This design comes from an exercise in tuning for small area, a short achievable clock period and few clock cycles on the open sky130 flow, not from production work.
The RTL was checked by simulation tests, not by an equivalence proof against the original design.
No activity file was given, so power comes from the tool's default toggle rates.

## run A
==> flow/design.v <==
module ice_rx (
    input  wire        clk,
    input  wire        rst,
    input  wire        in_valid,
    input  wire [7:0]  in_data,
    output wire        in_ready,
    output reg         bit_valid,
    output reg         bit_data,
    output wire        pay_valid,
    output wire [7:0]  pay_data,
    output reg         res_valid,
    output wire [1:0]  res_tag,
    output wire [3:0]  res_code,
    output wire [16:0] res_count,
    output wire [7:0]  res_f0,
    output wire [7:0]  res_f1,
    output wire [7:0]  res_f2,
    output wire [7:0]  res_f3,
    output wire [7:0]  res_f4,
    output wire [7:0]  res_decl
);
    localparam [1:0] TAG_UNREC = 2'd0, TAG_GOC = 2'd1, TAG_EIN = 2'd2, TAG_MBUS = 2'd3;
    localparam [1:0] P_IDLE = 2'd0, P_LEN_HI = 2'd1, P_LEN_LO = 2'd2, P_BODY = 2'd3;
    function [15:0] crc16_byte;
        input [15:0] c;
        input [7:0]  b;
        integer i;
        reg [15:0] x;
        begin
            x = c ^ {b, 8'h00};
            for (i = 0; i < 8; i = i + 1)
                x = x[15] ? ({x[14:0], 1'b0} ^ 16'h1021) : {x[14:0], 1'b0};
            crc16_byte = x;
        end
    endfunction
    assign in_ready = 1'b1;
    reg        v_q;
    reg [7:0]  d_q;
    reg        ws_q, wl_q, wst_q, wsp_q;    
    reg        z_q;                         
    reg        g1_q;                        
    reg [1:0]  phase;
    reg [1:0]  chan;
    reg [15:0] r;            
    reg [16:0] c;            
    reg [7:0]  hdr0, hdr1, hdr2, hdr3, hdr4, decl;
    reg [15:0] ck;           
    reg [3:0]  code;         
    reg        last;         
    reg        pv;           
    reg        ng;           
    reg        eok;          
    reg        fst;          
    reg        hz;           
    reg        done;         
    assign res_tag   = chan;
    assign res_code  = code;
    assign res_count = c;
    assign res_f0    = hdr0;
    assign res_f1    = hdr1;
    assign res_f2    = hdr2;
    assign res_f3    = hdr3;
    assign res_f4    = hdr4;
    assign res_decl  = decl;
    assign pay_data  = d_q;
    wire is_goc  = (chan == TAG_GOC);
    wire is_ein  = (chan == TAG_EIN);
    wire is_mbus = (chan == TAG_MBUS);
    wire r_hi0   = (r[15:2] == 14'd0);
    wire r_is2   = r_hi0 & (r[1:0] == 2'd2);
    wire u       = &c[16:3];
    wire [2:0] cl = c[2:0];
    assign pay_valid = v_q & pv;
    wire pv_n = (is_ein  & ~r_is2 & (~c[16] | (u & cl == 3'd7))) |
                (is_mbus & ~r_hi0 & (~c[16] | (u & cl[2:1] == 2'b11)));
    wire [7:0] b = d_q;
    wire w_s  = hz & ws_q;
    wire w_l  = hz & wl_q;
    wire w_st = hz & wst_q;
    wire w_sp = hz & wsp_q;
    wire k_odd = c[0];
    wire      err = code[3] | code[2];
    reg       ev_err;
    reg [3:0] ev_code;
    reg       ev_bit;
    reg       ev_stop;
    always @(*) begin
        ev_err  = 1'b0;
        ev_code = 4'd0;
        ev_bit  = 1'b0;
        ev_stop = 1'b0;
        if (!eok) begin
            ev_err = 1'b1; ev_code = 4'd4;
        end else if (done) begin
            ev_err = 1'b1; ev_code = 4'd5;
        end else if (k_odd) begin
            if (!w_s) begin ev_err = 1'b1; ev_code = 4'd6; end
        end else if (!(w_s | w_l | w_st | w_sp)) begin
            ev_err = 1'b1; ev_code = 4'd6;
        end else if (fst) begin
            if (!w_st) begin ev_err = 1'b1; ev_code = 4'd8; end
        end else if (w_s | w_l) begin
            ev_bit = 1'b1;
        end else if (w_sp) begin
            ev_stop = 1'b1;
        end else begin
            ev_err = 1'b1; ev_code = 4'd8;
        end
    end
    wire        edge_byte = (r[1:0] == 2'd0);
    wire        word_end  = (r[1:0] == 2'd1);
    wire        n_ng      = ng | (edge_byte & g1_q);
    wire        n_err     = err | (word_end & ev_err);
    wire        n_done    = done | (word_end & ev_stop);
    wire [16:0] c_inc    = c + 17'd1;
    wire [16:0] l_p3     = {1'b0, hdr2, hdr1} + 17'd3;
    wire [12:0] nbits    = c[13:1] - 13'd1;
    wire        len_diff = (c[16:8] != 9'd0) | (c[7:0] != decl);
    wire [7:0]  sum_n    = ck[15:8] + b;
    wire [15:0] crc_n    = crc16_byte(ck, b);
    wire        ck_bad   = (b != ck[15:8]) | (ck[7:0] != 8'd0);
    wire [15:0] len      = {r[15:8], b};
    wire        short_e  = (len[15:2] == 14'd0);
    wire        short_m  = (len[15:3] == 13'd0);
    always @(posedge clk) begin
        v_q   <= in_valid & ~rst;
        d_q   <= in_data;
        ws_q  <= (in_data >= 8'd6)  & (in_data <= 8'd14);
        wl_q  <= (in_data >= 8'd26) & (in_data <= 8'd34);
        wst_q <= (in_data >= 8'd56) & (in_data <= 8'd64);
        wsp_q <= (in_data >= 8'd86) & (in_data <= 8'd94);
        z_q   <= (in_data == 8'd0);
        g1_q  <= (in_data[7:1] != 7'd0);
    end
    always @(posedge clk) begin
        if (rst) begin
            phase     <= P_IDLE;
            pv        <= 1'b0;
            res_valid <= 1'b0;
            bit_valid <= 1'b0;
        end else begin
            res_valid <= 1'b0;
            bit_valid <= 1'b0;
            if (v_q) begin
                case (phase)
                P_IDLE: begin
                    hdr0 <= b;
                    if (b == 8'h47 || b == 8'h45 || b == 8'h4D) begin
                        chan  <= (b == 8'h47) ? TAG_GOC : (b == 8'h45) ? TAG_EIN : TAG_MBUS;
                        phase <= P_LEN_HI;
                    end else begin
                        chan      <= TAG_UNREC;
                        code      <= 4'd0;
                        c         <= 17'd1;
                        res_valid <= 1'b1;
                    end
                end
                P_LEN_HI: begin
                    r[15:8] <= b;
                    hdr2    <= b;
                    pv      <= 1'b0;
                    phase   <= P_LEN_LO;
                end
                P_LEN_LO: begin
                    r[7:0] <= b;
                    hdr1   <= b;
                    last   <= (len == 16'd1);
                    code   <= 4'd0;
                    done   <= 1'b0;
                    ck     <= is_ein ? 16'h0000 : 16'hFFFF;
                    case (chan)
                    TAG_GOC:  begin ng <= (b[1:0] != 2'd0); c <= 17'd0; end
                    TAG_EIN:  begin ng <= short_e; c <= short_e ? 17'd1 : 17'h1FFFD; end
                    default:  begin ng <= short_m; c <= short_m ? 17'd1 : 17'h1FFF9; end
                    endcase
                    if (len == 16'd0) begin
                        phase     <= P_IDLE;
                        res_valid <= 1'b1;
                        c         <= 17'd0;
                        code      <= is_goc ? 4'd9 : 4'd1;
                    end else begin
                        phase <= P_BODY;
                    end
                end
                default: begin  
                    r    <= r - 16'd1;
                    last <= r_is2;
                    pv   <= pv_n & ~last;
                    ck   <= is_ein ? {sum_n, ck[7:0]} : crc_n;
                    if (!is_goc && !last) c <= c_inc;
                    if (u) begin
                        if (is_ein) begin
                            if (cl == 3'd5) hdr0 <= b;
                            if (cl == 3'd6) hdr1 <= b;
                            if (cl == 3'd7) decl <= b;
                        end else begin
                            if (cl == 3'd1) hdr0 <= b;
                            if (cl == 3'd2) hdr1 <= b;
                            if (cl == 3'd3) hdr2 <= b;
                            if (cl == 3'd4) hdr3 <= b;
                            if (cl == 3'd5) hdr4 <= b;
                            if (cl == 3'd6) decl <= b;
                        end
                    end
                    if (is_goc) begin
                        ng <= n_ng;
                        if (edge_byte) begin
                            eok <= b[0] ^ c[0];
                            fst <= (c[13:0] == 14'd0);
                        end
                        if (r[1:0] == 2'd3) hz <= z_q;
                        if (r[1:0] == 2'd2) hz <= hz & z_q;
                        if (word_end) begin
                            if (!err) code <= ev_code;
                            done <= n_done;
                            if (!n_err) c <= c_inc;
                            if (!err && ev_bit) begin
                                bit_valid <= 1'b1;
                                bit_data  <= w_l;
                            end
                        end
                    end
                    if (last) begin
                        phase     <= P_IDLE;
                        res_valid <= 1'b1;
                        case (chan)
                        TAG_GOC: begin
                            if (n_ng) begin
                                chan <= TAG_UNREC;
                                c    <= l_p3;
                                code <= 4'd0;
                            end else if (n_err) begin
                            end else if (!n_done) begin
                                code <= 4'd9;
                            end else begin
                                c    <= {4'd0, nbits};
                            end
                        end
                        TAG_EIN: begin
                            code <= 4'd0;
                            if (ng)            code <= 4'd1;
                            else if (len_diff) code <= 4'd2;
                            else if (ck_bad)   code <= 4'd3;
                        end
                        default: begin
                            code <= 4'd0;
                            if (ng)            code <= 4'd1;
                            else if (len_diff) code <= 4'd2;
                            else if (ck_bad)   code <= 4'd3;
                        end
                        endcase
                    end
                end
                endcase
            end
        end
    end
endmodule
export LEC_CHECK = 0
export CAP_MARGIN = 20
export CORE_MARGIN = 2
export CORE_UTILIZATION = 40
export PLACE_DENSITY = 0.6
export SETUP_SLACK_MARGIN = 4.0
export SLEW_MARGIN = 20
create_clock -name core_clock -period 6.5 [get_ports {clk}]
run.sh (not shown) runs the stock make flow with config.mk's settings and CLKGATE_MAP_FILE= SYNTH_SCRIPT=/design/flow/synth_recipe.tcl, a recipe that flattens the netlist after the stock synthesis.
Testbench counts of run A, summed over its fixed seeds: cycles 66,736.
The inputs of run B differ from those of run A as listed below.
Settings: CTS_CLUSTER_SIZE newly set to 30; CTS_CLUSTER_DIAMETER newly set to 60; CORE_UTILIZATION changed from 40 to 60; CTS_BUF_LIST newly set to sky130_fd_sc_hd__clkbuf_8; PLACE_DENSITY changed from 0.6 to 0.7.
==> flow/flow/run.sh (new file) <==
#!/bin/bash
set -euo pipefail
bash standard.sh \
  "BUFFER_PORTS_ARGS=-buffer_cell sky130_fd_sc_hd__buf_1" \
  "MATCH_CELL_FOOTPRINT=0" \
  "CTS_ARGS=-sink_clustering_enable -repair_clock_nets -dont_use_dummy_load -sink_clustering_size 30 -sink_clustering_max_diameter 60 -buf_list sky130_fd_sc_hd__clkbuf_8" \
  finish > standard.log 2>&1
==> flow/standard.sh (new file) <==
#!/bin/bash
# synth_recipe.tcl (not shown) runs the flow's synth.tcl, then flattens the netlist and writes it again
# the make line also repeats each setting of config.mk as NAME=value (left out here)
make -C /OpenROAD-flow-scripts/flow DESIGN_CONFIG=/design/flow/config.mk WORK_HOME=/design/flow/orfs CLKGATE_MAP_FILE= SYNTH_SCRIPT=/design/flow/synth_recipe.tcl "${@:-finish}"
removed: flow/run.sh
--- outcome ---
A first element of the critical path of d_q[0]$_DFF_P_ is what run A shows, while c[0]$_DFFE_PP_ belongs to run B.
Fraction of area in clock buffers and inverters: run B < run A
Run B vs run A — area of the core dropped 33%.
Summary of the comparison: total cell area at the placement stage is lower in run B, relative to run A.
Changes in run C relative to run B:
Settings: TNS_END_PERCENT now 10, previously not set; CTS_CLUSTER_SIZE no longer set, was 30; CORE_UTILIZATION now 40, was 60; CTS_CLUSTER_DIAMETER no longer set, was 60; PLACE_DENSITY now 0.6, was 0.7; CTS_BUF_LIST no longer set, was sky130_fd_sc_hd__clkbuf_8.
==> flow/run.sh (new file) <==
#!/bin/bash
# synth_recipe.tcl (not shown) runs the flow's synth.tcl, then flattens the netlist and writes it again
# the make line also repeats each setting of config.mk as NAME=value (left out here)
make -C /OpenROAD-flow-scripts/flow DESIGN_CONFIG=/design/flow/config.mk WORK_HOME=/design/flow/orfs CLKGATE_MAP_FILE= SYNTH_SCRIPT=/design/flow/synth_recipe.tcl finish
removed: flow/flow/run.sh
removed: flow/standard.sh
==> run notes <==
Run B: done, clean on timing, DRC and antenna. Run C did not stop at any stage, and its layout met the timing, DRC and antenna checks. Run C against run B: worst slew margin relative to its limit down 13 points; flip-flop and latch count flat; post-layout worst setup margin down 0.22 ns. Delta(die height, run C - run B) > 0. Diff run B -> run C | fraction of area in registers | decrease of 5.3 points.
Relative to run C, the following input files were edited for run D:
Settings: clearing TNS_END_PERCENT, which used to be 10; swapping 4.0 for 4.3 in SETUP_SLACK_MARGIN.
- Fmax | run D above run C
- Run C → run D: leakage power of the design higher, post-placement worst setup slack picked up an extra 0.084 ns.
- Run comparison: run C commonest non-fill, non-tap cell in the layout sky130_fd_sc_hd__edfxtp_1; run D commonest non-fill, non-tap cell in the layout sky130_fd_sc_hd__buf_4

port drivers added, routing unchanged:
Ports are ideal in the flow. The routed layouts listed here were re-timed in OpenROAD.
Step 1: set_driving_cell puts a clkbuf_16 on clk and a buf_2 on each other input, an assumption about the parent block.
Step 2 times the ports against the registers' clock, not the clock port: input delays grow and output delays shrink by t, the midpoint of the rising clock arrivals with the driver on.
Slacks: no drivers / after step 1 / after step 2; pairs: no drivers / after step 1.
run	t (ns)	setup slack, ns	worst slew at a driven data input, ns
run A	0.475	4.013 / 3.975 / 3.693	0.03
run B	0.479	4.022 / 3.984 / 3.624	0.03
run C	0.470	3.800 / 3.758 / 3.670	0.03
run D	0.476	4.084 / 4.035 / 3.886	0.04
After both steps setup and hold are still met in every run listed. For run B, which loses most, drivers alone change the setup slack by -0.038 ns; drivers and shift together by -0.398 ns.
